From an optimization exercise on the open Yosys and OpenROAD flow, aimed at small area, a short achievable clock period and few clock cycles per item; shortcuts taken in it are not production practice. RTL that was checked went through simulation tests only; none was proved equivalent to the original. For runs 2 and 3, only the layout was checked, not whether the RTL still works.

## flow/design.v (module list and top-level ports; edited modules follow where they fit)
// module gps_codec: 4380 lines
module gps_codec (
    input  wire        clk,
    input  wire        rst,
    input  wire        in_valid,
    output wire        in_ready,
    input  wire        fix,
    input  wire [7:0]  num_sat,
    input  wire [31:0] lat,
    input  wire [31:0] lon,
    input  wire [15:0] speed,
    input  wire [31:0] alt,
    input  wire [15:0] dist_home,
    input  wire [15:0] dir_home,
    output reg         out_valid,
    input  wire        out_ready,
    output wire [15:0] speed_kmh,
    output wire        lat_south,
    output wire [15:0] lat_degmin,
    output wire [15:0] lat_sec,
    output wire        lon_west,
    output wire [15:0] lon_degmin,
    output wire [15:0] lon_sec,
    output wire [15:0] dist_out,
    output wire [15:0] alt_out,
    output wire [7:0]  num_sat_out,
    output wire [7:0]  fix_char,
    output wire [7:0]  dir_out
);
  // ...
==> flow/run.sh <==
#!/bin/bash
# synth_recipe.tcl (not shown) runs the flow's synth.tcl, then flattens the netlist and writes it again
# the make line also repeats each setting of config.mk as NAME=value (left out here)
make -C /OpenROAD-flow-scripts/flow DESIGN_CONFIG=/design/flow/config.mk WORK_HOME=/design/flow/orfs CLKGATE_MAP_FILE= SYNTH_SCRIPT=/design/flow/synth_recipe.tcl finish
==> flow/config.mk <==
export PLATFORM = sky130hd
export DESIGN_NAME = gps_codec
export DESIGN_NICKNAME = gps_codec
export VERILOG_FILES = /design/flow/design.v
export SDC_FILE = /design/flow/constraint.sdc
export NUM_CORES = 4
export LEC_CHECK = 0
export ABC_AREA = 1
export CAP_MARGIN = 20
export CORE_MARGIN = 2
export CORE_UTILIZATION = 40
export SLEW_MARGIN = 20
==> flow/constraint.sdc <==
create_clock -name core_clock -period 120.0 [get_ports {clk}]
set_input_delay 24.0000 -clock core_clock [delete_from_list [all_inputs] [get_ports {clk}]]
set_output_delay 24.0000 -clock core_clock [all_outputs]
set_load 0.01 [all_outputs]
==> key figures, run 1 <==
Setup path
  – Worst Setup SP: out_ready
  – Slowest cell on the critical path: clkdlybuf4s50_1
  – CP max stage delay: 0.55 ns
  – Setup CP Type: in2out

Floorplanning
  – N_taps: around 700
  – # IOs: 297

Detailed routing
  – WL met2: around 20000 um
  – Routed Antenna Nets: 0
  – Metal3 WL: between 2000 and 2500 um
  – Post-Route M1 WL: roughly 21000 um
  – Via/cell ratio: about 4.5

Logic synthesis
  – Proportion of synthesized chip area in sequential cells: approximately 17%
  – Simple-gate portion of the synthesized area: about a third
  – Count of cell types in the netlist: between 50 and 60
  – Post-Synth Adder-Cell Area: 17.7%
  – Top-count cell post-synth: nand2_1
  – Synth Area per Inst: 6.95 um2

Run status
  – Status: timing/DRC/antenna clean

Finish
  – Multi-input gate area: roughly 16000 um2
  – Signal buffers: between 200 and 300
  – Area grow syn2layout: 15.7%
  – Clkbuf count: 17
  – ClkCell Share: 2.41%

Timing
  – Slew Viols, Final: 0
  – Slew @ Worst Pin: approximately 1 ns

Worst hold path
  – Worst min-delay path class: reg2reg
  – Hold path depth: 2
  – Hold Crit Endpoint: out_valid

Clock tree
  – CTS tree: done
  – Total CTS buffers: 17
  – Worst-path clk slew: approximately 0.070 ns

Placement
  – Dpl cells: a little over 4k

Global route
  – GRT Residual Overflow: 0
  – Total global-route track usage: 16.1%
Testbench counts, summed over its fixed seeds: cycles 8,008, items 8,000.
==> run 2, diff against run 1 <==
--- a/flow/design.v
+++ b/flow/design.v
@@ -30,18 +30,17 @@
   reg [4:0] lat_r;
   reg [14:0] lat_x;
   reg [0:0] lat_h;
   reg [11:0] lon_qh;
   reg [4:0] lon_r;
   reg [14:0] lon_x;
   reg [0:0] lon_h;
   reg [9:0] spd_q;
-  reg [15:0] alt_q;
-  reg [0:0] alt_s;
+  reg [15:0] alt_r;
   reg [15:0] dist_r;
   reg [7:0] sat_r;
   reg [7:0] dir_r;
   reg [0:0] fix_r;
   wire n1 = lat[31] & lat[0];
   wire n2 = lat[1] ^ n1;
   wire n3 = lat[0] | lat[1];
   wire n4 = lat[31] & n3;
@@ -1310,501 +1309,431 @@
   wire n1267 = n1263 & n1254;
   wire n1268 = n1243 ^ n1267;
   wire n1269 = ~n1256;
   wire n1270 = n1263 & n1269;
   wire n1271 = n1245 ^ n1270;
   wire n1272 = ~n1258;
   wire n1273 = n1263 & n1272;
   wire n1274 = n1248 ^ n1273;
-  wire n1275 = alt[31] & alt[0];
-  wire n1276 = alt[1] ^ n1275;
-  wire n1277 = alt[0] | alt[1];
-  wire n1278 = alt[31] & n1277;
-  wire n1279 = alt[2] ^ n1278;
-  wire n1280 = n1277 | alt[2];
-  wire n1281 = alt[31] & n1280;
-  wire n1282 = alt[3] ^ n1281;
-  wire n1283 = n1280 | alt[3];
-  wire n1284 = alt[31] & n1283;
-  wire n1285 = alt[4] ^ n1284;
-  wire n1286 = n1283 | alt[4];
-  wire n1287 = alt[31] & n1286;
-  wire n1288 = alt[5] ^ n1287;
-  wire n1289 = n1286 | alt[5];
-  wire n1290 = alt[31] & n1289;
-  wire n1291 = alt[6] ^ n1290;
-  wire n1292 = n1289 | alt[6];
-  wire n1293 = alt[31] & n1292;
-  wire n1294 = alt[7] ^ n1293;
-  wire n1295 = n1292 | alt[7];
-  wire n1296 = alt[31] & n1295;
-  wire n1297 = alt[8] ^ n1296;
-  wire n1298 = n1295 | alt[8];
-  wire n1299 = alt[31] & n1298;
-  wire n1300 = alt[9] ^ n1299;
-  wire n1301 = n1298 | alt[9];
-  wire n1302 = alt[31] & n1301;
-  wire n1303 = alt[10] ^ n1302;
-  wire n1304 = n1301 | alt[10];
-  wire n1305 = alt[31] & n1304;
-  wire n1306 = alt[11] ^ n1305;
-  wire n1307 = n1304 | alt[11];
-  wire n1308 = alt[31] & n1307;
-  wire n1309 = alt[12] ^ n1308;
-  wire n1310 = n1307 | alt[12];
-  wire n1311 = alt[31] & n1310;
-  wire n1312 = alt[13] ^ n1311;
-  wire n1313 = n1310 | alt[13];
-  wire n1314 = alt[31] & n1313;
-  wire n1315 = alt[14] ^ n1314;
-  wire n1316 = n1313 | alt[14];
-  wire n1317 = alt[31] & n1316;
-  wire n1318 = alt[15] ^ n1317;
-  wire n1319 = n1316 | alt[15];
-  wire n1320 = alt[31] & n1319;
-  wire n1321 = alt[16] ^ n1320;
-  wire n1322 = n1319 | alt[16];
-  wire n1323 = alt[31] & n1322;
-  wire n1324 = alt[17] ^ n1323;
-  wire n1325 = n1322 | alt[17];
-  wire n1326 = alt[31] & n1325;
-  wire n1327 = alt[18] ^ n1326;
-  wire n1328 = n1325 | alt[18];
-  wire n1329 = alt[31] & n1328;
-  wire n1330 = alt[19] ^ n1329;
-  wire n1331 = n1328 | alt[19];
-  wire n1332 = alt[31] & n1331;
-  wire n1333 = alt[20] ^ n1332;
-  wire n1334 = n1331 | alt[20];
-  wire n1335 = alt[31] & n1334;
-  wire n1336 = alt[21] ^ n1335;
-  wire n1337 = n1334 | alt[21];
-  wire n1338 = alt[31] & n1337;
-  wire n1339 = alt[22] ^ n1338;
-  wire n1340 = n1337 | alt[22];
-  wire n1341 = alt[31] & n1340;
-  wire n1342 = alt[23] ^ n1341;
-  wire n1343 = n1340 | alt[23];
-  wire n1344 = alt[31] & n1343;
-  wire n1345 = alt[24] ^ n1344;
-  wire n1346 = n1343 | alt[24];
-  wire n1347 = alt[31] & n1346;
-  wire n1348 = alt[25] ^ n1347;
-  wire n1349 = n1346 | alt[25];
-  wire n1350 = alt[31] & n1349;
-  wire n1351 = alt[26] ^ n1350;
-  wire n1352 = n1349 | alt[26];
-  wire n1353 = alt[31] & n1352;
-  wire n1354 = alt[27] ^ n1353;
-  wire n1355 = n1352 | alt[27];
-  wire n1356 = alt[31] & n1355;
-  wire n1357 = alt[28] ^ n1356;
-  wire n1358 = n1355 | alt[28];
-  wire n1359 = alt[31] & n1358;
-  wire n1360 = alt[29] ^ n1359;
-  wire n1361 = n1358 | alt[29];
-  wire n1362 = alt[31] & n1361;
-  wire n1363 = alt[30] ^ n1362;
-  wire n1364 = n1361 | alt[30];
-  wire n1365 = alt[31] & n1364;
-  wire n1366 = alt[31] ^ n1365;
-  wire n1367 = n1364 | alt[31];
-  wire n1368 = ~n1357;
-  wire n1369 = ~n1360;
-  wire n1370 = n1369 & n1368;
-  wire n1371 = ~n1363;
-  wire n1372 = n1371 | n1370;
-  wire n1373 = ~n1366;
-  wire n1374 = n1373 & n1372;
-  wire n1375 = ~n1374;
-  wire n1376 = n1357 ^ n1375;
-  wire n1377 = n1375 & n1368;
-  wire n1378 = n1360 ^ n1377;
-  wire n1379 = ~n1370;
-  wire n1380 = n1375 & n1379;
-  wire n1381 = n1363 ^ n1380;
-  wire n1382 = ~n1354;
-  wire n1383 = ~n1376;
-  wire n1384 = n1383 & n1382;
-  wire n1385 = ~n1378;
-  wire n1386 = n1385 | n1384;
-  wire n1387 = ~n1381;
-  wire n1388 = n1387 & n1386;
-  wire n1389 = ~n1388;
-  wire n1390 = n1354 ^ n1389;
-  wire n1391 = n1389 & n1382;
-  wire n1392 = n1376 ^ n1391;
-  wire n1393 = ~n1384;
-  wire n1394 = n1389 & n1393;
-  wire n1395 = n1378 ^ n1394;
-  wire n1396 = ~n1351;
-  wire n1397 = ~n1390;
-  wire n1398 = n1397 & n1396;
-  wire n1399 = ~n1392;
-  wire n1400 = n1399 | n1398;
-  wire n1401 = ~n1395;
-  wire n1402 = n1401 & n1400;
-  wire n1403 = ~n1402;
-  wire n1404 = n1351 ^ n1403;
-  wire n1405 = n1403 & n1396;
-  wire n1406 = n1390 ^ n1405;
-  wire n1407 = ~n1398;
-  wire n1408 = n1403 & n1407;
-  wire n1409 = n1392 ^ n1408;
-  wire n1410 = ~n1348;
-  wire n1411 = ~n1404;
-  wire n1412 = n1411 & n1410;
-  wire n1413 = ~n1406;
-  wire n1414 = n1413 | n1412;
-  wire n1415 = ~n1409;
-  wire n1416 = n1415 & n1414;
-  wire n1417 = ~n1416;
-  wire n1418 = n1348 ^ n1417;
-  wire n1419 = n1417 & n1410;
-  wire n1420 = n1404 ^ n1419;
-  wire n1421 = ~n1412;
-  wire n1422 = n1417 & n1421;
-  wire n1423 = n1406 ^ n1422;
-  wire n1424 = ~n1345;
-  wire n1425 = ~n1418;
-  wire n1426 = n1425 & n1424;
-  wire n1427 = ~n1420;
-  wire n1428 = n1427 | n1426;
-  wire n1429 = ~n1423;
-  wire n1430 = n1429 & n1428;
-  wire n1431 = ~n1430;
-  wire n1432 = n1345 ^ n1431;
-  wire n1433 = n1431 & n1424;
-  wire n1434 = n1418 ^ n1433;
-  wire n1435 = ~n1426;
-  wire n1436 = n1431 & n1435;
-  wire n1437 = n1420 ^ n1436;
-  wire n1438 = ~n1342;
-  wire n1439 = ~n1432;
-  wire n1440 = n1439 & n1438;
-  wire n1441 = ~n1434;
-  wire n1442 = n1441 | n1440;
-  wire n1443 = ~n1437;
-  wire n1444 = n1443 & n1442;
-  wire n1445 = ~n1444;
-  wire n1446 = n1342 ^ n1445;
-  wire n1447 = n1445 & n1438;
-  wire n1448 = n1432 ^ n1447;
-  wire n1449 = ~n1440;
-  wire n1450 = n1445 & n1449;
-  wire n1451 = n1434 ^ n1450;
-  wire n1452 = ~n1339;
-  wire n1453 = ~n1446;
-  wire n1454 = n1453 & n1452;
-  wire n1455 = ~n1448;
-  wire n1456 = n1455 | n1454;
-  wire n1457 = ~n1451;
-  wire n1458 = n1457 & n1456;
-  wire n1459 = ~n1458;
-  wire n1460 = n1339 ^ n1459;
-  wire n1461 = n1459 & n1452;
-  wire n1462 = n1446 ^ n1461;
-  wire n1463 = ~n1454;
-  wire n1464 = n1459 & n1463;
-  wire n1465 = n1448 ^ n1464;
-  wire n1466 = ~n1336;
-  wire n1467 = ~n1460;
-  wire n1468 = n1467 & n1466;
-  wire n1469 = ~n1462;
-  wire n1470 = n1469 | n1468;
-  wire n1471 = ~n1465;
-  wire n1472 = n1471 & n1470;
-  wire n1473 = ~n1472;
-  wire n1474 = n1336 ^ n1473;
-  wire n1475 = n1473 & n1466;
-  wire n1476 = n1460 ^ n1475;
-  wire n1477 = ~n1468;
-  wire n1478 = n1473 & n1477;
-  wire n1479 = n1462 ^ n1478;
-  wire n1480 = ~n1333;
-  wire n1481 = ~n1474;
-  wire n1482 = n1481 & n1480;
-  wire n1483 = ~n1476;
-  wire n1484 = n1483 | n1482;
-  wire n1485 = ~n1479;
-  wire n1486 = n1485 & n1484;
-  wire n1487 = ~n1486;
-  wire n1488 = n1333 ^ n1487;
-  wire n1489 = n1487 & n1480;
-  wire n1490 = n1474 ^ n1489;
-  wire n1491 = ~n1482;
-  wire n1492 = n1487 & n1491;
-  wire n1493 = n1476 ^ n1492;
-  wire n1494 = ~n1330;
-  wire n1495 = ~n1488;
-  wire n1496 = n1495 & n1494;
-  wire n1497 = ~n1490;
-  wire n1498 = n1497 | n1496;
-  wire n1499 = ~n1493;
-  wire n1500 = n1499 & n1498;
-  wire n1501 = ~n1500;
-  wire n1502 = n1330 ^ n1501;
-  wire n1503 = n1501 & n1494;
-  wire n1504 = n1488 ^ n1503;
-  wire n1505 = ~n1496;
-  wire n1506 = n1501 & n1505;
-  wire n1507 = n1490 ^ n1506;
-  wire n1508 = ~n1327;
-  wire n1509 = ~n1502;
-  wire n1510 = n1509 & n1508;
-  wire n1511 = ~n1504;
-  wire n1512 = n1511 | n1510;
-  wire n1513 = ~n1507;
-  wire n1514 = n1513 & n1512;
-  wire n1515 = ~n1514;
-  wire n1516 = n1327 ^ n1515;
-  wire n1517 = n1515 & n1508;
-  wire n1518 = n1502 ^ n1517;
-  wire n1519 = ~n1510;
-  wire n1520 = n1515 & n1519;
-  wire n1521 = n1504 ^ n1520;
-  wire n1522 = ~n1324;
-  wire n1523 = ~n1516;
-  wire n1524 = n1523 & n1522;
-  wire n1525 = ~n1518;
-  wire n1526 = n1525 | n1524;
-  wire n1527 = ~n1521;
-  wire n1528 = n1527 & n1526;
-  wire n1529 = ~n1528;
-  wire n1530 = n1324 ^ n1529;
-  wire n1531 = n1529 & n1522;
-  wire n1532 = n1516 ^ n1531;
-  wire n1533 = ~n1524;
-  wire n1534 = n1529 & n1533;
-  wire n1535 = n1518 ^ n1534;
-  wire n1536 = ~n1321;
-  wire n1537 = ~n1530;
-  wire n1538 = n1537 & n1536;
-  wire n1539 = ~n1532;
-  wire n1540 = n1539 | n1538;
-  wire n1541 = ~n1535;
-  wire n1542 = n1541 & n1540;
-  wire n1543 = ~n1542;
-  wire n1544 = n1321 ^ n1543;
-  wire n1545 = n1543 & n1536;
-  wire n1546 = n1530 ^ n1545;
-  wire n1547 = ~n1538;
-  wire n1548 = n1543 & n1547;
-  wire n1549 = n1532 ^ n1548;
-  wire n1550 = ~n1318;
-  wire n1551 = ~n1544;
-  wire n1552 = n1551 & n1550;
-  wire n1553 = ~n1546;
-  wire n1554 = n1553 | n1552;
-  wire n1555 = ~n1549;
-  wire n1556 = n1555 & n1554;
-  wire n1557 = ~n1556;
-  wire n1558 = n1318 ^ n1557;
-  wire n1559 = n1557 & n1550;
-  wire n1560 = n1544 ^ n1559;
-  wire n1561 = ~n1552;
-  wire n1562 = n1557 & n1561;
-  wire n1563 = n1546 ^ n1562;
-  wire n1564 = ~n1315;
-  wire n1565 = ~n1558;
-  wire n1566 = n1565 & n1564;
-  wire n1567 = ~n1560;
-  wire n1568 = n1567 | n1566;
-  wire n1569 = ~n1563;
-  wire n1570 = n1569 & n1568;
-  wire n1571 = ~n1570;
-  wire n1572 = n1315 ^ n1571;
-  wire n1573 = n1571 & n1564;
-  wire n1574 = n1558 ^ n1573;
-  wire n1575 = ~n1566;
-  wire n1576 = n1571 & n1575;
-  wire n1577 = n1560 ^ n1576;
-  wire n1578 = ~n1312;
-  wire n1579 = ~n1572;
-  wire n1580 = n1579 & n1578;
-  wire n1581 = ~n1574;
-  wire n1582 = n1581 | n1580;
-  wire n1583 = ~n1577;
-  wire n1584 = n1583 & n1582;
-  wire n1585 = ~n1584;
-  wire n1586 = n1312 ^ n1585;
-  wire n1587 = n1585 & n1578;
-  wire n1588 = n1572 ^ n1587;
-  wire n1589 = ~n1580;
-  wire n1590 = n1585 & n1589;
-  wire n1591 = n1574 ^ n1590;
-  wire n1592 = ~n1309;
-  wire n1593 = ~n1586;
-  wire n1594 = n1593 & n1592;
-  wire n1595 = ~n1588;
-  wire n1596 = n1595 | n1594;
-  wire n1597 = ~n1591;
-  wire n1598 = n1597 & n1596;
-  wire n1599 = ~n1598;
-  wire n1600 = n1309 ^ n1599;
-  wire n1601 = n1599 & n1592;
-  wire n1602 = n1586 ^ n1601;
-  wire n1603 = ~n1594;
-  wire n1604 = n1599 & n1603;
-  wire n1605 = n1588 ^ n1604;
-  wire n1606 = ~n1306;
-  wire n1607 = ~n1600;
-  wire n1608 = n1607 & n1606;
-  wire n1609 = ~n1602;
-  wire n1610 = n1609 | n1608;
-  wire n1611 = ~n1605;
-  wire n1612 = n1611 & n1610;
-  wire n1613 = ~n1612;
-  wire n1614 = n1306 ^ n1613;
-  wire n1615 = n1613 & n1606;
-  wire n1616 = n1600 ^ n1615;
-  wire n1617 = ~n1608;
-  wire n1618 = n1613 & n1617;
-  wire n1619 = n1602 ^ n1618;
-  wire n1620 = ~n1303;
-  wire n1621 = ~n1614;
-  wire n1622 = n1621 & n1620;
-  wire n1623 = ~n1616;
-  wire n1624 = n1623 | n1622;
-  wire n1625 = ~n1619;
-  wire n1626 = n1625 & n1624;
-  wire n1627 = ~n1626;
-  wire n1628 = n1303 ^ n1627;
-  wire n1629 = n1627 & n1620;
-  wire n1630 = n1614 ^ n1629;
-  wire n1631 = ~n1622;
-  wire n1632 = n1627 & n1631;
-  wire n1633 = n1616 ^ n1632;
-  wire n1634 = ~n1300;
-  wire n1635 = ~n1628;
-  wire n1636 = n1635 & n1634;
-  wire n1637 = ~n1630;
-  wire n1638 = n1637 | n1636;
-  wire n1639 = ~n1633;
-  wire n1640 = n1639 & n1638;
-  wire n1641 = ~n1640;
-  wire n1642 = n1300 ^ n1641;
-  wire n1643 = n1641 & n1634;
-  wire n1644 = n1628 ^ n1643;
-  wire n1645 = ~n1636;
-  wire n1646 = n1641 & n1645;
-  wire n1647 = n1630 ^ n1646;
-  wire n1648 = ~n1297;
-  wire n1649 = ~n1642;
-  wire n1650 = n1649 & n1648;
-  wire n1651 = ~n1644;
-  wire n1652 = n1651 | n1650;
-  wire n1653 = ~n1647;
-  wire n1654 = n1653 & n1652;
-  wire n1655 = ~n1654;
-  wire n1656 = n1297 ^ n1655;
-  wire n1657 = n1655 & n1648;
-  wire n1658 = n1642 ^ n1657;
-  wire n1659 = ~n1650;
-  wire n1660 = n1655 & n1659;
-  wire n1661 = n1644 ^ n1660;
-  wire n1662 = ~n1294;
-  wire n1663 = ~n1656;
-  wire n1664 = n1663 & n1662;
-  wire n1665 = ~n1658;
-  wire n1666 = n1665 | n1664;
-  wire n1667 = ~n1661;
-  wire n1668 = n1667 & n1666;
-  wire n1669 = ~n1668;
-  wire n1670 = n1294 ^ n1669;
-  wire n1671 = n1669 & n1662;
-  wire n1672 = n1656 ^ n1671;
-  wire n1673 = ~n1664;
-  wire n1674 = n1669 & n1673;
-  wire n1675 = n1658 ^ n1674;
-  wire n1676 = ~n1291;
-  wire n1677 = ~n1670;
-  wire n1678 = n1677 & n1676;
-  wire n1679 = ~n1672;
-  wire n1680 = n1679 | n1678;
-  wire n1681 = ~n1675;
-  wire n1682 = n1681 & n1680;
-  wire n1683 = ~n1682;
-  wire n1684 = n1291 ^ n1683;
-  wire n1685 = n1683 & n1676;
-  wire n1686 = n1670 ^ n1685;
-  wire n1687 = ~n1678;
-  wire n1688 = n1683 & n1687;
-  wire n1689 = n1672 ^ n1688;
-  wire n1690 = ~n1288;
-  wire n1691 = ~n1684;
-  wire n1692 = n1691 & n1690;
-  wire n1693 = ~n1686;
-  wire n1694 = n1693 | n1692;
-  wire n1695 = ~n1689;
-  wire n1696 = n1695 & n1694;
-  wire n1697 = ~n1696;
-  wire n1698 = n1288 ^ n1697;
-  wire n1699 = n1697 & n1690;
-  wire n1700 = n1684 ^ n1699;
-  wire n1701 = ~n1692;
-  wire n1702 = n1697 & n1701;
-  wire n1703 = n1686 ^ n1702;
-  wire n1704 = ~n1285;
-  wire n1705 = ~n1698;
-  wire n1706 = n1705 & n1704;
-  wire n1707 = ~n1700;
-  wire n1708 = n1707 | n1706;
-  wire n1709 = ~n1703;
-  wire n1710 = n1709 & n1708;
-  wire n1711 = ~n1710;
-  wire n1712 = n1285 ^ n1711;
-  wire n1713 = n1711 & n1704;
-  wire n1714 = n1698 ^ n1713;
-  wire n1715 = ~n1706;
-  wire n1716 = n1711 & n1715;
-  wire n1717 = n1700 ^ n1716;
-  wire n1718 = ~n1282;
-  wire n1719 = ~n1712;
-  wire n1720 = n1719 & n1718;
-  wire n1721 = ~n1714;
-  wire n1722 = n1721 | n1720;
-  wire n1723 = ~n1717;
-  wire n1724 = n1723 & n1722;
-  wire n1725 = ~n1724;
-  wire n1726 = n1282 ^ n1725;
-  wire n1727 = n1725 & n1718;
-  wire n1728 = n1712 ^ n1727;
-  wire n1729 = ~n1720;
-  wire n1730 = n1725 & n1729;
-  wire n1731 = n1714 ^ n1730;
-  wire n1732 = ~n1279;
-  wire n1733 = ~n1726;
-  wire n1734 = n1733 & n1732;
-  wire n1735 = ~n1728;
-  wire n1736 = n1735 | n1734;
-  wire n1737 = ~n1731;
-  wire n1738 = n1737 & n1736;
-  wire n1739 = ~n1738;
-  wire n1740 = n1279 ^ n1739;
-  wire n1741 = n1739 & n1732;
-  wire n1742 = n1726 ^ n1741;
-  wire n1743 = ~n1734;
-  wire n1744 = n1739 & n1743;
-  wire n1745 = n1728 ^ n1744;
-  wire n1746 = ~n1276;
-  wire n1747 = ~n1740;
-  wire n1748 = n1747 & n1746;
-  wire n1749 = ~n1742;
-  wire n1750 = n1749 | n1748;
-  wire n1751 = ~n1745;
-  wire n1752 = n1751 & n1750;
-  wire n1753 = ~n1752;
-  wire n1754 = n1276 ^ n1753;
-  wire n1755 = n1753 & n1746;
-  wire n1756 = n1740 ^ n1755;
-  wire n1757 = ~n1748;
-  wire n1758 = n1753 & n1757;
-  wire n1759 = n1742 ^ n1758;
+  wire n1275 = alt[0] ^ alt[4];
+  wire n1276 = alt[0] & alt[4];
+  wire n1277 = alt[1] ^ alt[5];
+  wire n1278 = n1277 ^ n1276;
+  wire n1279 = alt[1] & alt[5];
+  wire n1280 = n1276 & n1277;
+  wire n1281 = n1279 | n1280;
+  wire n1282 = alt[2] ^ alt[6];
+  wire n1283 = n1282 ^ n1281;
+  wire n1284 = alt[2] & alt[6];
+  wire n1285 = n1281 & n1282;
+  wire n1286 = n1284 | n1285;
+  wire n1287 = alt[3] ^ alt[7];
+  wire n1288 = n1287 ^ n1286;
+  wire n1289 = alt[3] & alt[7];
+  wire n1290 = n1286 & n1287;
+  wire n1291 = n1289 | n1290;
+  wire n1292 = alt[8] ^ alt[12];
+  wire n1293 = alt[8] & alt[12];
+  wire n1294 = alt[9] ^ alt[13];
+  wire n1295 = n1294 ^ n1293;
+  wire n1296 = alt[9] & alt[13];
+  wire n1297 = n1293 & n1294;
+  wire n1298 = n1296 | n1297;
+  wire n1299 = alt[10] ^ alt[14];
+  wire n1300 = n1299 ^ n1298;
+  wire n1301 = alt[10] & alt[14];
+  wire n1302 = n1298 & n1299;
+  wire n1303 = n1301 | n1302;
+  wire n1304 = alt[11] ^ alt[15];
+  wire n1305 = n1304 ^ n1303;
+  wire n1306 = alt[11] & alt[15];
+  wire n1307 = n1303 & n1304;
+  wire n1308 = n1306 | n1307;
+  wire n1309 = alt[16] ^ alt[20];
+  wire n1310 = alt[16] & alt[20];
+  wire n1311 = alt[17] ^ alt[21];
+  wire n1312 = n1311 ^ n1310;
+  wire n1313 = alt[17] & alt[21];
+  wire n1314 = n1310 & n1311;
+  wire n1315 = n1313 | n1314;
+  wire n1316 = alt[18] ^ alt[22];
+  wire n1317 = n1316 ^ n1315;
+  wire n1318 = alt[18] & alt[22];
+  wire n1319 = n1315 & n1316;
+  wire n1320 = n1318 | n1319;
+  wire n1321 = alt[19] ^ alt[23];
+  wire n1322 = n1321 ^ n1320;
+  wire n1323 = alt[19] & alt[23];
+  wire n1324 = n1320 & n1321;
+  wire n1325 = n1323 | n1324;
+  wire n1326 = alt[24] ^ alt[28];
+  wire n1327 = alt[24] & alt[28];
+  wire n1328 = alt[25] ^ alt[29];
+  wire n1329 = n1328 ^ n1327;
+  wire n1330 = alt[25] & alt[29];
+  wire n1331 = n1327 & n1328;
+  wire n1332 = n1330 | n1331;
+  wire n1333 = alt[26] ^ alt[30];
+  wire n1334 = n1333 ^ n1332;
+  wire n1335 = alt[26] & alt[30];
+  wire n1336 = n1332 & n1333;
+  wire n1337 = n1335 | n1336;
+  wire n1338 = alt[27] ^ alt[31];
+  wire n1339 = n1338 ^ n1337;
+  wire n1340 = alt[27] & alt[31];
+  wire n1341 = n1337 & n1338;
+  wire n1342 = n1340 | n1341;
+  wire n1343 = n1275 ^ n1292;
+  wire n1344 = n1275 & n1292;
+  wire n1345 = n1278 ^ n1295;
+  wire n1346 = n1345 ^ n1344;
+  wire n1347 = n1278 & n1295;
+  wire n1348 = n1344 & n1345;
+  wire n1349 = n1347 | n1348;
+  wire n1350 = n1283 ^ n1300;
+  wire n1351 = n1350 ^ n1349;
+  wire n1352 = n1283 & n1300;
+  wire n1353 = n1349 & n1350;
+  wire n1354 = n1352 | n1353;
+  wire n1355 = n1288 ^ n1305;
+  wire n1356 = n1355 ^ n1354;
+  wire n1357 = n1288 & n1305;
+  wire n1358 = n1354 & n1355;
+  wire n1359 = n1357 | n1358;
+  wire n1360 = n1291 ^ n1308;
+  wire n1361 = n1360 ^ n1359;
+  wire n1362 = n1291 & n1308;
+  wire n1363 = n1359 & n1360;
+  wire n1364 = n1362 | n1363;
+  wire n1365 = n1309 ^ n1326;
+  wire n1366 = n1309 & n1326;
+  wire n1367 = n1312 ^ n1329;
+  wire n1368 = n1367 ^ n1366;
+  wire n1369 = n1312 & n1329;
+  wire n1370 = n1366 & n1367;
+  wire n1371 = n1369 | n1370;
+  wire n1372 = n1317 ^ n1334;
+  wire n1373 = n1372 ^ n1371;
+  wire n1374 = n1317 & n1334;
+  wire n1375 = n1371 & n1372;
+  wire n1376 = n1374 | n1375;
+  wire n1377 = n1322 ^ n1339;
+  wire n1378 = n1377 ^ n1376;
+  wire n1379 = n1322 & n1339;
+  wire n1380 = n1376 & n1377;
+  wire n1381 = n1379 | n1380;
+  wire n1382 = n1325 ^ n1342;
+  wire n1383 = n1382 ^ n1381;
+  wire n1384 = n1325 & n1342;
+  wire n1385 = n1381 & n1382;
+  wire n1386 = n1384 | n1385;
+  wire n1387 = n1343 ^ n1365;
+  wire n1388 = n1343 & n1365;
+  wire n1389 = n1346 ^ n1368;
+  wire n1390 = n1389 ^ n1388;
+  wire n1391 = n1346 & n1368;
+  wire n1392 = n1388 & n1389;
+  wire n1393 = n1391 | n1392;
+  wire n1394 = n1351 ^ n1373;
+  wire n1395 = n1394 ^ n1393;
+  wire n1396 = n1351 & n1373;
+  wire n1397 = n1393 & n1394;
+  wire n1398 = n1396 | n1397;
+  wire n1399 = n1356 ^ n1378;
+  wire n1400 = n1399 ^ n1398;
+  wire n1401 = n1356 & n1378;
+  wire n1402 = n1398 & n1399;
+  wire n1403 = n1401 | n1402;
+  wire n1404 = n1361 ^ n1383;
+  wire n1405 = n1404 ^ n1403;
+  wire n1406 = n1361 & n1383;
+  wire n1407 = n1403 & n1404;
+  wire n1408 = n1406 | n1407;
+  wire n1409 = n1364 ^ n1386;
+  wire n1410 = n1409 ^ n1408;
+  wire n1411 = n1364 & n1386;
+  wire n1412 = n1408 & n1409;
+  wire n1413 = n1411 | n1412;
+  wire n1414 = n1387 ^ n1405;
+  wire n1415 = n1387 & n1405;
+  wire n1416 = n1390 ^ n1410;
+  wire n1417 = n1416 ^ n1415;
+  wire n1418 = n1390 & n1410;
+  wire n1419 = n1415 & n1416;
+  wire n1420 = n1418 | n1419;
+  wire n1421 = n1395 ^ n1413;
+  wire n1422 = n1421 ^ n1420;
+  wire n1423 = n1395 & n1413;
+  wire n1424 = n1420 & n1421;
+  wire n1425 = n1423 | n1424;
+  wire n1426 = n1400 ^ n1425;
+  wire n1427 = n1425 & n1400;
+  reg [12:0] c1428;
+  always @* begin
+    case ({alt[31], alt[0], {n1427, n1426, n1422, n1417, n1414}})
+      7'd0: c1428 = 13'd5000;
+      7'd1: c1428 = 13'd4994;
+      7'd2: c1428 = 13'd4998;
+      7'd3: c1428 = 13'd4992;
+      7'd4: c1428 = 13'd4996;
+      7'd5: c1428 = 13'd5000;
+      7'd6: c1428 = 13'd4994;
+      7'd7: c1428 = 13'd4998;
+      7'd8: c1428 = 13'd4992;
+      7'd9: c1428 = 13'd4996;
+      7'd10: c1428 = 13'd5000;
+      7'd11: c1428 = 13'd4994;
+      7'd12: c1428 = 13'd4998;
+      7'd13: c1428 = 13'd4992;
+      7'd14: c1428 = 13'd4996;
+      7'd15: c1428 = 13'd5000;
+      7'd16: c1428 = 13'd4994;
+      7'd17: c1428 = 13'd4998;
+      7'd18: c1428 = 13'd4992;
+      7'd19: c1428 = 13'd4996;
+      7'd20: c1428 = 13'd5000;
+      7'd21: c1428 = 13'd4994;
+      7'd22: c1428 = 13'd4998;
+      7'd32: c1428 = 13'd4995;
+      7'd33: c1428 = 13'd4999;
+      7'd34: c1428 = 13'd4993;
+      7'd35: c1428 = 13'd4997;
+      7'd36: c1428 = 13'd4991;
+      7'd37: c1428 = 13'd4995;
+      7'd38: c1428 = 13'd4999;
+      7'd39: c1428 = 13'd4993;
+      7'd40: c1428 = 13'd4997;
+      7'd41: c1428 = 13'd4991;
+      7'd42: c1428 = 13'd4995;
+      7'd43: c1428 = 13'd4999;
+      7'd44: c1428 = 13'd4993;
+      7'd45: c1428 = 13'd4997;
+      7'd46: c1428 = 13'd4991;
+      7'd47: c1428 = 13'd4995;
+      7'd48: c1428 = 13'd4999;
+      7'd49: c1428 = 13'd4993;
+      7'd50: c1428 = 13'd4997;
+      7'd51: c1428 = 13'd4991;
+      7'd52: c1428 = 13'd4995;
+      7'd53: c1428 = 13'd4999;
+      7'd54: c1428 = 13'd4993;
+      7'd64: c1428 = 13'd5006;
+      7'd65: c1428 = 13'd5000;
+      7'd66: c1428 = 13'd5004;
+      7'd67: c1428 = 13'd5008;
+      7'd68: c1428 = 13'd5002;
+      7'd69: c1428 = 13'd5006;
+      7'd70: c1428 = 13'd5000;
+      7'd71: c1428 = 13'd5004;
+      7'd72: c1428 = 13'd5008;
+      7'd73: c1428 = 13'd5002;
+      7'd74: c1428 = 13'd5006;
+      7'd75: c1428 = 13'd5000;
+      7'd76: c1428 = 13'd5004;
+      7'd77: c1428 = 13'd5008;
+      7'd78: c1428 = 13'd5002;
+      7'd79: c1428 = 13'd5006;
+      7'd80: c1428 = 13'd5000;
+      7'd81: c1428 = 13'd5004;
+      7'd82: c1428 = 13'd5008;
+      7'd83: c1428 = 13'd5002;
+      7'd84: c1428 = 13'd5006;
+      7'd85: c1428 = 13'd5000;
+      7'd86: c1428 = 13'd5004;
+      7'd96: c1428 = 13'd5001;
+      7'd97: c1428 = 13'd5005;
+      7'd98: c1428 = 13'd5009;
+      7'd99: c1428 = 13'd5003;
+      7'd100: c1428 = 13'd5007;
+      7'd101: c1428 = 13'd5001;
+      7'd102: c1428 = 13'd5005;
+      7'd103: c1428 = 13'd5009;
+      7'd104: c1428 = 13'd5003;
+      7'd105: c1428 = 13'd5007;
+      7'd106: c1428 = 13'd5001;
+      7'd107: c1428 = 13'd5005;
+      7'd108: c1428 = 13'd5009;
+      7'd109: c1428 = 13'd5003;
+      7'd110: c1428 = 13'd5007;
+      7'd111: c1428 = 13'd5001;
+      7'd112: c1428 = 13'd5005;
+      7'd113: c1428 = 13'd5009;
+      7'd114: c1428 = 13'd5003;
+      7'd115: c1428 = 13'd5007;
+      7'd116: c1428 = 13'd5001;
+      7'd117: c1428 = 13'd5005;
+      7'd118: c1428 = 13'd5009;
+      default: c1428 = 13'd5000;
+    endcase
+  end
+  wire n1429 = alt[0] ^ c1428[0];
+  wire n1430 = alt[0] & c1428[0];
+  wire n1431 = alt[1] ^ c1428[1];
+  wire n1432 = n1431 ^ n1430;
+  wire n1433 = alt[1] & c1428[1];
+  wire n1434 = n1430 & n1431;
+  wire n1435 = n1433 | n1434;
+  wire n1436 = alt[2] ^ c1428[2];
+  wire n1437 = n1436 ^ n1435;
+  wire n1438 = alt[2] & c1428[2];
+  wire n1439 = n1435 & n1436;
+  wire n1440 = n1438 | n1439;
+  wire n1441 = alt[3] ^ c1428[3];
+  wire n1442 = n1441 ^ n1440;
+  wire n1443 = alt[3] & c1428[3];
+  wire n1444 = n1440 & n1441;
+  wire n1445 = n1443 | n1444;
+  wire n1446 = alt[4] ^ c1428[4];
+  wire n1447 = n1446 ^ n1445;
+  wire n1448 = alt[4] & c1428[4];
+  wire n1449 = n1445 & n1446;
+  wire n1450 = n1448 | n1449;
+  wire n1451 = alt[5] ^ c1428[5];
+  wire n1452 = n1451 ^ n1450;
+  wire n1453 = alt[5] & c1428[5];
+  wire n1454 = n1450 & n1451;
+  wire n1455 = n1453 | n1454;
+  wire n1456 = alt[6] ^ c1428[6];
+  wire n1457 = n1456 ^ n1455;
+  wire n1458 = alt[6] & c1428[6];
+  wire n1459 = n1455 & n1456;
+  wire n1460 = n1458 | n1459;
+  wire n1461 = alt[7] ^ c1428[7];
+  wire n1462 = n1461 ^ n1460;
+  wire n1463 = alt[7] & c1428[7];
+  wire n1464 = n1460 & n1461;
+  wire n1465 = n1463 | n1464;
+  wire n1466 = alt[8] ^ c1428[8];
+  wire n1467 = n1466 ^ n1465;
+  wire n1468 = alt[8] & c1428[8];
+  wire n1469 = n1465 & n1466;
+  wire n1470 = n1468 | n1469;
+  wire n1471 = alt[9] ^ c1428[9];
+  wire n1472 = n1471 ^ n1470;
+  wire n1473 = alt[9] & c1428[9];
+  wire n1474 = n1470 & n1471;
+  wire n1475 = n1473 | n1474;
+  wire n1476 = alt[10] ^ c1428[10];
+  wire n1477 = n1476 ^ n1475;
+  wire n1478 = alt[10] & c1428[10];
+  wire n1479 = n1475 & n1476;
+  wire n1480 = n1478 | n1479;
+  wire n1481 = alt[11] ^ c1428[11];
+  wire n1482 = n1481 ^ n1480;
+  wire n1483 = alt[11] & c1428[11];
+  wire n1484 = n1480 & n1481;
+  wire n1485 = n1483 | n1484;
+  wire n1486 = alt[12] ^ c1428[12];
+  wire n1487 = n1486 ^ n1485;
+  wire n1488 = alt[12] & c1428[12];
+  wire n1489 = n1485 & n1486;
+  wire n1490 = n1488 | n1489;
+  wire n1491 = alt[13] ^ n1490;
+  wire n1492 = n1490 & alt[13];
+  wire n1493 = alt[14] ^ n1492;
+  wire n1494 = n1492 & alt[14];
+  wire n1495 = alt[15] ^ n1494;
+  wire n1496 = n1494 & alt[15];
+  wire n1497 = alt[16] ^ n1496;
+  wire n1498 = n1496 & alt[16];
+  wire n1499 = n1442 ^ n1432;
+  wire n1500 = ~n1442;
+  wire n1501 = n1500 & n1432;
+  wire n1502 = n1447 ^ n1437;
+  wire n1503 = n1502 ^ n1501;
+  wire n1504 = ~n1447;
+  wire n1505 = n1437 | n1501;
+  wire n1506 = n1504 & n1505;
+  wire n1507 = n1437 & n1501;
+  wire n1508 = n1506 | n1507;
+  wire n1509 = n1452 ^ n1499;
+  wire n1510 = n1509 ^ n1508;
+  wire n1511 = ~n1452;
+  wire n1512 = n1499 | n1508;
+  wire n1513 = n1511 & n1512;
+  wire n1514 = n1499 & n1508;
+  wire n1515 = n1513 | n1514;
+  wire n1516 = n1457 ^ n1503;
+  wire n1517 = n1516 ^ n1515;
+  wire n1518 = ~n1457;
+  wire n1519 = n1503 | n1515;
+  wire n1520 = n1518 & n1519;
+  wire n1521 = n1503 & n1515;
+  wire n1522 = n1520 | n1521;
+  wire n1523 = n1462 ^ n1510;
+  wire n1524 = n1523 ^ n1522;
+  wire n1525 = ~n1462;
+  wire n1526 = n1510 | n1522;
+  wire n1527 = n1525 & n1526;
+  wire n1528 = n1510 & n1522;
+  wire n1529 = n1527 | n1528;
+  wire n1530 = n1467 ^ n1517;
+  wire n1531 = n1530 ^ n1529;
+  wire n1532 = ~n1467;
+  wire n1533 = n1517 | n1529;
+  wire n1534 = n1532 & n1533;
+  wire n1535 = n1517 & n1529;
+  wire n1536 = n1534 | n1535;
+  wire n1537 = n1472 ^ n1524;
+  wire n1538 = n1537 ^ n1536;
+  wire n1539 = ~n1472;
+  wire n1540 = n1524 | n1536;
+  wire n1541 = n1539 & n1540;
+  wire n1542 = n1524 & n1536;
+  wire n1543 = n1541 | n1542;
+  wire n1544 = n1477 ^ n1531;
+  wire n1545 = n1544 ^ n1543;
+  wire n1546 = ~n1477;
+  wire n1547 = n1531 | n1543;
+  wire n1548 = n1546 & n1547;
+  wire n1549 = n1531 & n1543;
+  wire n1550 = n1548 | n1549;
+  wire n1551 = n1482 ^ n1538;
+  wire n1552 = n1551 ^ n1550;
+  wire n1553 = ~n1482;
+  wire n1554 = n1538 | n1550;
+  wire n1555 = n1553 & n1554;
+  wire n1556 = n1538 & n1550;
+  wire n1557 = n1555 | n1556;
+  wire n1558 = n1487 ^ n1545;
+  wire n1559 = n1558 ^ n1557;
+  wire n1560 = ~n1487;
+  wire n1561 = n1545 | n1557;
+  wire n1562 = n1560 & n1561;
+  wire n1563 = n1545 & n1557;
+  wire n1564 = n1562 | n1563;
+  wire n1565 = n1491 ^ n1552;
+  wire n1566 = n1565 ^ n1564;
+  wire n1567 = ~n1491;
+  wire n1568 = n1552 | n1564;
+  wire n1569 = n1567 & n1568;
+  wire n1570 = n1552 & n1564;
+  wire n1571 = n1569 | n1570;
+  wire n1572 = n1493 ^ n1559;
+  wire n1573 = n1572 ^ n1571;
+  wire n1574 = ~n1493;
+  wire n1575 = n1559 | n1571;
+  wire n1576 = n1574 & n1575;
+  wire n1577 = n1559 & n1571;
+  wire n1578 = n1576 | n1577;
+  wire n1579 = n1495 ^ n1566;
+  wire n1580 = n1579 ^ n1578;
+  wire n1581 = ~n1495;
+  wire n1582 = n1566 | n1578;
+  wire n1583 = n1581 & n1582;
+  wire n1584 = n1566 & n1578;
+  wire n1585 = n1583 | n1584;
+  wire n1586 = n1497 ^ n1573;
+  wire n1587 = n1586 ^ n1585;
+  wire n1588 = ~n1497;
+  wire n1589 = n1573 | n1585;
+  wire n1590 = n1588 & n1589;
+  wire n1591 = n1573 & n1585;
+  wire n1592 = n1590 | n1591;
   assign in_ready = !out_valid || out_ready;
   wire take = in_valid && in_ready;
   always @(posedge clk) begin
     if (rst) out_valid <= 1'b0;
     else if (take) out_valid <= 1'b1;
     else if (out_ready) out_valid <= 1'b0;
   end
   always @(posedge clk) begin
@@ -1813,18 +1742,17 @@
       lat_r <= {n523, n520, n517, n515, n513};
       lat_x <= {n162, n157, n152, n147, n142, n137, n132, n127, n122, n117, n112, n107, n102, n97, n94};
       lat_h <= {lat[31]};
       lon_qh <= {n782, n805, n828, n851, n874, n897, n920, n943, n966, n989, n1012, n1035};
       lon_r <= {n1046, n1043, n1040, n1038, n1036};
       lon_x <= {n685, n680, n675, n670, n665, n660, n655, n650, n645, n640, n635, n630, n625, n620, n617};
       lon_h <= {lon[31]};
       spd_q <= {n1056, n1079, n1102, n1125, n1148, n1171, n1194, n1217, n1240, n1263};
-      alt_q <= {n1543, n1557, n1571, n1585, n1599, n1613, n1627, n1641, n1655, n1669, n1683, n1697, n1711, n1725, n1739, n1753};
-      alt_s <= {alt[31]};
+      alt_r <= {n1587, n1580, n1573, n1566, n1559, n1552, n1545, n1538, n1531, n1524, n1517, n1510, n1503, n1499, n1437, n1432};
       dist_r <= {dist_home[15], dist_home[14], dist_home[13], dist_home[12], dist_home[11], dist_home[10], dist_home[9], dist_home[8], dist_home[7], dist_home[6], dist_home[5], dist_home[4], dist_home[3], dist_home[2], dist_home[1], dist_home[0]};
       sat_r <= {num_sat[7], num_sat[6], num_sat[5], num_sat[4], num_sat[3], num_sat[2], num_sat[1], num_sat[0]};
       dir_r <= {dir_home[7], dir_home[6], dir_home[5], dir_home[4], dir_home[3], dir_home[2], dir_home[1], dir_home[0]};
       fix_r <= {fix};
     end
   end
   wire n100001 = ~lat_x[14];
   wire n100002 = ~lat_r[0];
@@ -4291,90 +4219,30 @@
   wire n102463 = n102459 & n102460;
   wire n102464 = n102462 | n102463;
   wire n102465 = spd_q[7] ^ n102464;
   wire n102466 = n102464 & spd_q[7];
   wire n102467 = spd_q[8] ^ n102466;
   wire n102468 = n102466 & spd_q[8];
   wire n102469 = spd_q[9] ^ n102468;
   wire n102470 = n102468 & spd_q[9];
-  wire n102471 = alt_q[0] ^ alt_s[0];
-  wire n102472 = alt_q[1] ^ alt_s[0];
-  wire n102473 = alt_q[2] ^ alt_s[0];
-  wire n102474 = alt_q[3] ^ alt_s[0];
-  wire n102475 = alt_q[4] ^ alt_s[0];
-  wire n102476 = alt_q[5] ^ alt_s[0];
-  wire n102477 = alt_q[6] ^ alt_s[0];
-  wire n102478 = alt_q[7] ^ alt_s[0];
-  wire n102479 = alt_q[8] ^ alt_s[0];
-  wire n102480 = alt_q[9] ^ alt_s[0];
-  wire n102481 = alt_q[10] ^ alt_s[0];
-  wire n102482 = alt_q[11] ^ alt_s[0];
-  wire n102483 = alt_q[12] ^ alt_s[0];
-  wire n102484 = alt_q[13] ^ alt_s[0];
-  wire n102485 = alt_q[14] ^ alt_s[0];
-  wire n102486 = alt_q[15] ^ alt_s[0];
-  wire n102487 = n102471 ^ alt_s[0];
-  wire n102488 = alt_s[0] & n102471;
-  wire n102489 = n102472 ^ n102488;
-  wire n102490 = n102488 & n102472;
-  wire n102491 = ~n102473;
-  wire n102492 = n102491 ^ n102490;
-  wire n102493 = n102490 & n102491;
-  wire n102494 = n102473 | n102493;
-  wire n102495 = n102474 ^ n102494;
-  wire n102496 = n102494 & n102474;
-  wire n102497 = ~n102475;
-  wire n102498 = n102497 ^ n102496;
-  wire n102499 = n102496 & n102497;
-  wire n102500 = n102475 | n102499;
-  wire n102501 = ~n102476;
-  wire n102502 = n102501 ^ n102500;
-  wire n102503 = n102500 & n102501;
-  wire n102504 = n102476 | n102503;
-  wire n102505 = ~n102477;
-  wire n102506 = n102505 ^ n102504;
-  wire n102507 = n102504 & n102505;
-  wire n102508 = n102477 | n102507;
-  wire n102509 = ~n102478;
-  wire n102510 = n102509 ^ n102508;
-  wire n102511 = n102508 & n102509;
-  wire n102512 = n102478 | n102511;
-  wire n102513 = ~n102479;
-  wire n102514 = n102513 ^ n102512;
-  wire n102515 = n102512 & n102513;
-  wire n102516 = n102479 | n102515;
-  wire n102517 = n102480 ^ n102516;
-  wire n102518 = n102516 & n102480;
-  wire n102519 = n102481 ^ n102518;
-  wire n102520 = n102518 & n102481;
-  wire n102521 = n102482 ^ n102520;
-  wire n102522 = n102520 & n102482;
-  wire n102523 = n102483 ^ n102522;
-  wire n102524 = n102522 & n102483;
-  wire n102525 = n102484 ^ n102524;
-  wire n102526 = n102524 & n102484;
-  wire n102527 = n102485 ^ n102526;
-  wire n102528 = n102526 & n102485;
-  wire n102529 = n102486 ^ n102528;
-  wire n102530 = n102528 & n102486;
-  wire n102531 = sat_r[7] | sat_r[6];
-  wire n102532 = sat_r[5] | sat_r[4];
-  wire n102533 = n102531 | n102532;
-  wire n102534 = sat_r[1] | sat_r[0];
-  wire n102535 = sat_r[2] & n102534;
-  wire n102536 = sat_r[3] | n102535;
-  wire n102537 = n102533 | n102536;
-  wire n102538 = ~fix_r[0];
-  wire n102539 = n102538 | n102537;
+  wire n102471 = sat_r[7] | sat_r[6];
+  wire n102472 = sat_r[5] | sat_r[4];
+  wire n102473 = n102471 | n102472;
+  wire n102474 = sat_r[1] | sat_r[0];
+  wire n102475 = sat_r[2] & n102474;
+  wire n102476 = sat_r[3] | n102475;
+  wire n102477 = n102473 | n102476;
+  wire n102478 = ~fix_r[0];
+  wire n102479 = n102478 | n102477;
   assign lat_south = {lat_h[0]};
   assign lat_degmin = {1'b0, n101216, n101213, n101208, n101203, n101198, n101193, n101188, n101183, n101178, n101173, n101168, n101165, n100860, n100905, n100950};
   assign lat_sec = {1'b0, 1'b0, n100973, n100970, n100968, n100966, n100963, n100960, n100957, n100955, n100953, n100951, n100265, n100288, n100311, n100334};
   assign lon_west = {lon_h[0]};
   assign lon_degmin = {1'b0, n102432, n102429, n102424, n102419, n102414, n102409, n102404, n102399, n102394, n102389, n102384, n102381, n102076, n102121, n102166};
   assign lon_sec = {1'b0, 1'b0, n102189, n102186, n102184, n102182, n102179, n102176, n102173, n102171, n102169, n102167, n101481, n101504, n101527, n101550};
   assign speed_kmh = {n102470, n102469, n102467, n102465, n102461, n102456, n102451, n102446, n102441, n102436, n102433, spd_q[2], spd_q[1], spd_q[0], 1'b0, 1'b0};
-  assign alt_out = {n102529, n102527, n102525, n102523, n102521, n102519, n102517, n102514, n102510, n102506, n102502, n102498, n102495, n102492, n102489, n102487};
+  assign alt_out = {alt_r[15], alt_r[14], alt_r[13], alt_r[12], alt_r[11], alt_r[10], alt_r[9], alt_r[8], alt_r[7], alt_r[6], alt_r[5], alt_r[4], alt_r[3], alt_r[2], alt_r[1], alt_r[0]};
   assign dist_out = {dist_r[15], dist_r[14], dist_r[13], dist_r[12], dist_r[11], dist_r[10], dist_r[9], dist_r[8], dist_r[7], dist_r[6], dist_r[5], dist_r[4], dist_r[3], dist_r[2], dist_r[1], dist_r[0]};
   assign num_sat_out = {sat_r[7], sat_r[6], sat_r[5], sat_r[4], sat_r[3], sat_r[2], sat_r[1], sat_r[0]};
   assign dir_out = {dir_r[7], dir_r[6], dir_r[5], dir_r[4], dir_r[3], dir_r[2], dir_r[1], dir_r[0]};
-  assign fix_char = {1'b0, 1'b0, 1'b1, fix_r[0], n102538, n102538, fix_r[0], n102539};
+  assign fix_char = {1'b0, 1'b0, 1'b1, fix_r[0], n102478, n102478, fix_r[0], n102479};
 endmodule
==> flow/config.mk (replaced) <==
export PLATFORM = sky130hd
export DESIGN_NAME = gps_codec
export DESIGN_NICKNAME = gps_codec
export VERILOG_FILES = /design/flow/design.v
export SDC_FILE = /design/flow/constraint.sdc
export NUM_CORES = 4
export LEC_CHECK = 0
export ABC_AREA = 1
export CAP_MARGIN = 20
export CORE_MARGIN = 2
export CORE_UTILIZATION = 65
export CTS_BUF_LIST = sky130_fd_sc_hd__clkbuf_4 sky130_fd_sc_hd__clkbuf_8
export PLACE_DENSITY = 0.75
export SLEW_MARGIN = 20
==> run 2 against run 1 <==
Still clean on timing, DRC and antenna. Synthesized cell count is 3.2% lower. Non-clock buffer count is 2 lower.
==> key figures, run 2 <==
Detailed routing
  – Detailed Routing Iterations Pass 1: 5 (unchanged)
  – Initial drt markers: 714 (was 519)
  – DR WL/cell: 12.6 um (was 10.6 um)
  – Drt drc: 0 (unchanged)
  – Routed Antenna Nets: 0 (unchanged)
  – Via/cell ratio: 5.17 (was 4.53)
  – WL final: 47000 um (was 43500 um)
  – Vias: 19.3k (was 18.6k)

Timing
  – Final Hold Fails: 0 (unchanged)
  – Final setup margin: 70.79 ns (was 70.83 ns)
  – RSZ-0062 raised after global routing: false (unchanged)
  – Setup TNS: 0 ns (unchanged)
  – Slew @ Worst Pin: 0.908 ns (was 0.979 ns)
  – Final min period: 49.21 ns (was 49.17 ns)
  – Final period utilization: 41.0% (about the same)
  – Slew margin rel.: 38.8% (was 34.5%)
  – Final clock skew: 0.0112 ns (was 0.0150 ns)
  – Slew Viols, Final: 0 (unchanged)
  – Hold Worst Slack: 0.615 ns (was 0.560 ns)
  – Max Clk Rate: 0.0203 GHz (about the same)
  – Final setup viols: 0 (unchanged)

Finish
  – Biggest regs: alt_r (16), dist_r (16) (was alt_q (16), dist_r (16))
  – Most frequent cells in the layout: nand2_1, inv_1, clkdlybuf4s50_1 (was nand2_1, inv_1, nand3_1)
  – Share of layout cells above drive strength 1: 9.10% (was 5.90%)
  – # fillers: 2630 (was 5640)
  – Commonest non-fill, non-tap cell in the layout: nand2_1 (unchanged)
  – Post-layout net count: 3724 (was 3789)
  – Area grow syn2layout: 13.4% (was 15.7%)

Global route
  – Vias in the first global route: 18.8k (was 17.2k)
  – Initial antenna violation count: 1 (was 3)
  – Largest net degree at the start of global routing: 87 (was 63)
  – GRT Residual Overflow: 0 (unchanged)
  – Total global-route track usage: 27.0% (was 16.1%)
  – First-pass GRT wire length: 82000 um (was 76800 um)

Setup path
  – CP required: 96.00 ns (about the same)
  – Crit path DAT: 25.21 ns (was 25.17 ns)
  – WP buf/inv: 3 (unchanged)
  – Endpoint type of the worst setup path: primary output (unchanged)
  – CP Max Fanout: 2 (unchanged)
  – Crit-path cells: clkdlybuf4s50_1, inv_1, nand2_1, clkdlybuf4s50_1 (unchanged)
  – Worst Setup SP: out_ready (unchanged)
  – Instance count on the critical path: 4 (unchanged)
  – CP max stage delay: 0.55 ns (about the same)
  – FF-to-FF path depth: 3 (was 2)
  – Slowest cell on the critical path: clkdlybuf4s50_1 (unchanged)
  – Worst r2r dst: lat_x[8] (was lat_x[0])
  – R2R setup slack: 117.90 ns (was 117.72 ns)
  – Setup CP Type: in2out (unchanged)
  – CP startpoint kind: input pin (unchanged)
  – Most common cell on crit path: clkdlybuf4s50_1 (unchanged)
  – Top delay family on crit path: buffers and inverters (unchanged)
  – Reg-to-reg startpoint: out_valid (unchanged)

Clock tree
  – Worst-path clk slew: 0.08 ns (was 0.07 ns)
  – Total CTS buffers: 17 (unchanged)
  – CTS tree: done (unchanged)
  – Clk buf depth: 2 (unchanged)
  – CTS root buffer: clkbuf_8 (was clkbuf_16)
  – Worst-Skew Late Latency: 0.47 ns (was 0.48 ns)
  – # Post-CTS Setup Buffers: 0 (unchanged)
  – Clock sinks: 126 (was 127)
  – Number of gates resized after CTS: 0 (unchanged)
  – CTS HTree Levels: 4 (unchanged)
  – CTS Hold Bufs: 0 (unchanged)

Worst hold path
  – Hold Crit Endpoint: out_valid (unchanged)
  – Hold Path Origin: out_valid (unchanged)
  – Worst min-delay path class: reg2reg (unchanged)
  – Hold path depth: 2 (unchanged)

Logic synthesis
  – Async S/R FF share, synth: 0% (unchanged)
  – EDFF count, synth: 125 (was 126)
  – Ys flop type: edfxtp_1 (unchanged)
  – Yosys top cell area share: 16.8% (was 17.1%)
  – Synth top cells by count: nand2_1, inv_1, nor2_1 (was nand2_1, inv_1, nand3_1)
  – Synthesized flop and latch total: 126 (was 127)
  – Synth Area per Inst: 7.25 um2 (was 6.95 um2)
  – Proportion of synthesized chip area in sequential cells: 16.9% (was 17.2%)
  – Yosys warnings: 1 (unchanged)
  – Synth Instances: 3084 (was 3185)
  – Area leader, netlist: edfxtp_1 (unchanged)
  – Netlist Area Pre-Place: 22400 um2 (was 22100 um2)
  – Largest cells by area after synthesis: edfxtp_1, fa_1, nand2_1, inv_1, ha_1 (was edfxtp_1, nand2_1, ha_1, fa_1, xor2_1)
  – Count of cell types in the netlist: 62 (was 52)
  – Top-count cell post-synth: nand2_1 (unchanged)

Placement
  – DP Worst Slack: 70.79 ns (was 70.82 ns)
  – HPWL after detailed placement: 40100 um (was 38500 um)
  – IO Port Bufs: 275 (unchanged)
  – Final Wtd Congestion: 0.918 (was 0.794)

Floorplanning
  – Initial Util: 66.4% (was 40.4%)
  – Die H: 190 um (was 239 um)
  – Die X: 190 um (was 239 um)
  – Core ar.: 33700 um2 (was 54900 um2)
  – # IOs: 297 (unchanged)
  – Die Area: 35900 um2 (was 57300 um2)
  – Row count: 67 (was 86)

Run status
  – Status: timing/DRC/antenna clean (unchanged)

Flow run
  – Maxcap violations: 0 (unchanged)
[run 2: changes by cell type after synthesis, moves of 10 or more]
| cell | previous run | this run |
|---|---|---|
| xor2_1 | 207 | 158 |
| inv_1 | 473 | 492 |
| buf_4 | 104 | 91 |
| nand2_2 | 71 | 152 |
| or2_2 | 16 | 5 |
| nand2_1 | 843 | 706 |
| o21ai_0 | 129 | 114 |
| xnor2_1 | 189 | 169 |
| nand3_1 | 276 | 239 |
| ha_1 | 159 | 143 |
| fa_1 | 96 | 142 |
| nand2_4 | 28 | 18 |
| nand3_2 | 7 | 25 |
[run 2: cell type report]
type | count | area [um2] | share of cell area, %
antenna | 1 | 2.50 | 0.00986
clock buffer | 17 | 234 | 0.922
clock inverter | 15 | 184 | 0.725
inverter | 517 | 1950 | 7.68
multi-input combinational | 2342 | 15900 | 62.6
sequential | 126 | 3770 | 14.9
tap | 448 | 561 | 2.21
timing repair buffer | 278 | 2780 | 11.0
[run 2: cells by family (layout without fill, tap and decap cells)]
| family | count (synthesis) | count (layout) | synth area share, % |
|---|---|---|---|
| adder cells (fa/ha/maj) | 285 | 285 | 20.7 |
| other | 2 | 12 | 0.0336 |
| flip-flops | 126 | 126 | 16.9 |
| multiplexers | 2 | 2 | 0.0895 |
| AND/OR/NAND/NOR | 1490 | 1490 | 31.2 |
| AO/OA/AOI/OAI | 224 | 224 | 5.72 |
| buffers and inverters | 625 | 827 | 12.3 |
| XOR/XNOR | 330 | 330 | 13.1 |
[run 2: how the worst max path moves through the flow]
stage               end  slack (ns)
6_report       in_ready       70.79
4_1_cts        in_ready       70.78
3_5_place_dp   in_ready       70.79
2_1_floorplan  in_ready       71.86
3_3_place_gp   in_ready       70.82
5_1_grt        in_ready       70.74
[run 2: per-stage QoR]
step	util (%)	cells	cell area (um2)
after floorplan	-	3093	22400
after global placement	74.0	3711	24900
after detailed placement	74.0	3711	24900
after CTS	75.3	3743	25400
after global routing	75.3	3744	25400
final	75.3	3744	25400
[run 2: per-layer routing]
| layer | global-route usage, % | up-vias | routed length [um] |
|---|---|---|---|
| li1 | - | 10000 | - |
| met1 | 31.4 | 8818 | 19600 |
| met2 | 49.6 | 422 | 23500 |
| met3 | 5.61 | 83 | 2660 |
| met4 | 8.68 | 0 | 1260 |
| met5 | 0 | - | 0 |
[run 2: worst min-delay path: cells and delay by family (launching register included)]
family	cells	cell delay, ns
DFF	1	0.36
and+or+nand+nor	1	0.12
AOI/OAI and AO/OA	1	0.09
==> run 3, diff against run 2 <==
==> flow/flow/run.sh (new file) <==
#!/bin/bash
# Standard ORFS layout, with each port buffered by the smallest buffer cell
# and non-critical gates downsized during global routing.
set -euo pipefail
bash standard.sh BUFFER_PORTS_ARGS="-buffer_cell sky130_fd_sc_hd__buf_1" RECOVER_POWER=100 finish > make_finish.log 2>&1
==> flow/standard.sh (new file) <==
#!/bin/bash
# synth_recipe.tcl (not shown) runs the flow's synth.tcl, then flattens the netlist and writes it again
# the make line also repeats each setting of config.mk as NAME=value (left out here)
make -C /OpenROAD-flow-scripts/flow DESIGN_CONFIG=/design/flow/config.mk WORK_HOME=/design/flow/orfs CLKGATE_MAP_FILE= SYNTH_SCRIPT=/design/flow/synth_recipe.tcl "${@:-finish}"
removed: flow/run.sh
==> run 3 against run 2 <==
The layout now fails its checks (capacitance limit, slew limit). Clock-buffer cell count increased by 1. Final cell count about the same. Critical path depth unchanged. Utilization decreased by 5.9 points. Setup slack improved by 0.89 ns. Sequential share of layout area increased by 1.3 points. Design area decreased by 7.8%. Critical path type unchanged.
==> key figures, run 3 <==
Timing
  – Slew margin rel.: -105% (was 38.8%)
  – RSZ-0062 raised after global routing: false (unchanged)
  – Max Clk Rate: 0.0207 GHz (was 0.0203 GHz)
  – Final period utilization: 40.3% (was 41.0%)
  – Setup TNS: 0 ns (unchanged)
  – Slew Viols, Final: 130 (was 0)
  – Slew @ Worst Pin: 3.08 ns (was 0.908 ns)
  – Final Hold Fails: 0 (unchanged)
  – Final setup viols: 0 (unchanged)
  – Final clock skew: 0.00897 ns (was 0.0112 ns)
  – Hold Worst Slack: 0.510 ns (was 0.615 ns)
  – Final min period: 48.33 ns (was 49.21 ns)

Setup path
  – Reg-to-reg startpoint: out_valid (unchanged)
  – CP startpoint kind: input pin (unchanged)
  – Crit path DAT: 24.33 ns (was 25.21 ns)
  – Crit-path cells: buf_1, inv_1, nand2_1, buf_1 (was clkdlybuf4s50_1, inv_1, nand2_1, clkdlybuf4s50_1)
  – Worst Setup SP: out_ready (unchanged)
  – Critical Path End: in_ready (unchanged)
  – CP required: 96.00 ns (about the same)
  – Worst r2r dst: lat_x[4] (was lat_x[8])
  – Endpoint type of the worst setup path: primary output (unchanged)
  – CP Max Fanout: 2 (unchanged)
  – CP max stage delay: 0.16 ns (was 0.55 ns)
  – FF-to-FF path depth: 3 (unchanged)
  – Slowest cell on the critical path: buf_1 (was clkdlybuf4s50_1)
  – R2R setup slack: 113.11 ns (was 117.90 ns)
  – Setup CP Type: in2out (unchanged)
  – Most common cell on crit path: buf_1 (was clkdlybuf4s50_1)

Clock tree
  – Number of gates resized after CTS: 0 (unchanged)
  – # Post-CTS Setup Buffers: 0 (unchanged)
  – CTS tree: done (unchanged)
  – Worst-path clk slew: 0.08 ns (about the same)
  – Total CTS buffers: 17 (unchanged)
  – CTS Hold Bufs: 0 (unchanged)
  – CTS HTree Levels: 4 (unchanged)
  – Clock sinks: 126 (unchanged)
  – Worst-Skew Late Latency: 0.46 ns (was 0.47 ns)
  – CTS root buffer: clkbuf_8 (unchanged)
  – Clk buf depth: 2 (unchanged)

Logic synthesis
  – Netlist Area Pre-Place: 22400 um2 (unchanged)
  – Synth Area per Inst: 7.25 um2 (unchanged)
  – Yosys top cell area share: 16.8% (unchanged)
  – Yosys warnings: 1 (unchanged)
  – Proportion of synthesized chip area in sequential cells: 16.9% (unchanged)
  – Largest cells by area after synthesis: edfxtp_1, fa_1, nand2_1, inv_1, ha_1 (unchanged)
  – Synthesized flop and latch total: 126 (unchanged)
  – Async S/R FF share, synth: 0% (unchanged)
  – Ys flop type: edfxtp_1 (unchanged)
  – Synth top cells by count: nand2_1, inv_1, nor2_1 (unchanged)
  – Count of cell types in the netlist: 62 (unchanged)
  – EDFF count, synth: 125 (unchanged)
  – Top-count cell post-synth: nand2_1 (unchanged)
  – Synth Instances: 3084 (unchanged)
  – Area leader, netlist: edfxtp_1 (unchanged)

Run status
  – Status: failed layout checks (was timing/DRC/antenna clean)
  – Failing Checks: capacitance limit, slew limit

Flow run
  – Maxcap violations: 3 (was 0)

Detailed routing
  – Initial drt markers: 757 (was 714)
  – Routed Antenna Nets: 0 (unchanged)
  – Vias: 18.9k (was 19.3k)
  – WL final: 43800 um (was 47000 um)
  – Detailed Routing Iterations Pass 1: 8 (was 5)
  – DR WL/cell: 11.7 um (was 12.6 um)
  – Via/cell ratio: 5.06 (was 5.17)
  – Drt drc: 0 (unchanged)

Finish
  – Commonest non-fill, non-tap cell in the layout: nand2_1 (unchanged)
  – Area grow syn2layout: 4.54% (was 13.4%)
  – Biggest regs: alt_r (16), dist_r (16) (unchanged)
  – Post-layout net count: 3725 (was 3724)
  – Most frequent cells in the layout: nand2_1, inv_1, buf_1 (was nand2_1, inv_1, clkdlybuf4s50_1)
  – Share of layout cells above drive strength 1: 7.49% (was 9.10%)
  – Final core utilization: 69.4% (was 75.3%)

Floorplanning
  – # IOs: 297 (unchanged)
  – Core ar.: 33700 um2 (unchanged)
  – Initial Util: 66.4% (unchanged)
  – Die Area: 35900 um2 (unchanged)
  – Die X: 190 um (unchanged)
  – Row count: 67 (unchanged)
  – Die H: 190 um (unchanged)

Global route
  – Largest net degree at the start of global routing: 54 (was 87)
  – First-pass GRT wire length: 76400 um (was 82000 um)
  – Vias in the first global route: 18.0k (was 18.8k)
  – Initial antenna violation count: 1 (unchanged)
  – GRT Residual Overflow: 0 (unchanged)
  – Total global-route track usage: 25.1% (was 27.0%)

Placement
  – HPWL after detailed placement: 37900 um (was 40100 um)
  – Final Wtd Congestion: 0.871 (was 0.918)
  – IO Port Bufs: 275 (unchanged)

Worst hold path
  – Worst min-delay path class: reg2reg (unchanged)
-- run 3: stage by stage --
step | instance area [um2] | cells | worst slack [ns]
detailed placement | 23200 | 3712 | 71.63
floorplan | 22400 | 3093 | 71.86
global placement | 23200 | 3712 | 71.63
CTS | 23700 | 3744 | 71.63
finish | 23400 | 3746 | 71.67
global route | 23400 | 3745 | 69.78
-- run 3: cell families (layout without fill, tap and decap cells) --
logic type               Yosys count  after routing  share of synthesized area [%]
AO/OA/AOI/OAI                    224            224                           5.72
XOR/XNOR                         330            330                           13.1
adder cells (fa/ha/maj)          285            285                           20.7
buffers and inverters            625            828                           12.3
flip-flops                       126            126                           16.9
multiplexers                       2              2                         0.0895
other                              2             13                         0.0336
AND/OR/NAND/NOR                 1490           1490                           31.2
-- run 3: final cells by class --
cell class              count  area [um2]
diodes                      2        5.00
clock buffers              18         241
clock inverters            14         205
fillers                  2965       10300
inverters                 517        1950
multi-input cells        2342       15600
flip-flops and latches    126        3770
well taps                 448         561
repair buffers            279        1050
-- run 3: per-layer routing --
| layer | GRT usage, % | part of all wire, % | vias to the layer above |
|---|---|---|---|
| li1 | - | - | 10000 |
| met1 | 31.2 | 44 | 8522 |
| met2 | 44.4 | 48 | 349 |
| met3 | 4.69 | 5.2 | 56 |
| met4 | 7.75 | 2.1 | 0 |
| met5 | 0 | 0 | - |
-- run 3: how the worst min path moves through the flow --
stage          startpoint  depth (start not counted)   endpoint  slack (ns)
2_1_floorplan   out_valid                          2  out_valid        0.58
3_5_place_dp    out_valid                          2  out_valid        0.54
3_3_place_gp    out_valid                          2  out_valid        0.52
5_1_grt         out_valid                          2  out_valid        0.57
4_1_cts         out_valid                          2  out_valid        0.55
6_report        out_valid                          2  out_valid        0.51
-- run 3: worst max-delay path: cells and delay by family --
kind / cells / cell delay [ns]
buffers and inverters: 3 / 0.26
and+or+nand+nor: 1 / 0.06

## port drivers added, routing unchanged
Ports are ideal in the flow. The routed layouts listed here were re-timed in OpenROAD. Step 1 (the two cells are an assumption about what drives the block):
set clk [get_ports {clk}]
set_driving_cell -lib_cell sky130_fd_sc_hd__clkbuf_16 $clk
set_driving_cell -lib_cell sky130_fd_sc_hd__buf_2 [delete_from_list [all_inputs] $clk]
Step 2 adds t to the input delays and takes it off the output delays; t is the mean of the earliest and latest rising clock arrival at the registers after step 1. Input paths then give back, and output paths get back, about the clock's delay inside the block. a / b / c = no drivers / after step 1 / after step 2; a / b = the first two.
run	shift t [ns]	setup WS [ns]	worst hold slack (ns)
run 1	0.514	70.832 / 70.806 / 70.806	0.560 / 0.560 / 0.560
run 2	0.502	70.786 / 70.763 / 70.763	0.615 / 0.615 / 0.615
run 3	0.508	71.672 / 71.625 / 71.625	0.510 / 0.510 / 0.510
The setup slack of run 3, which loses most, moves by -0.047 ns with the drivers and by -0.047 ns with both steps.
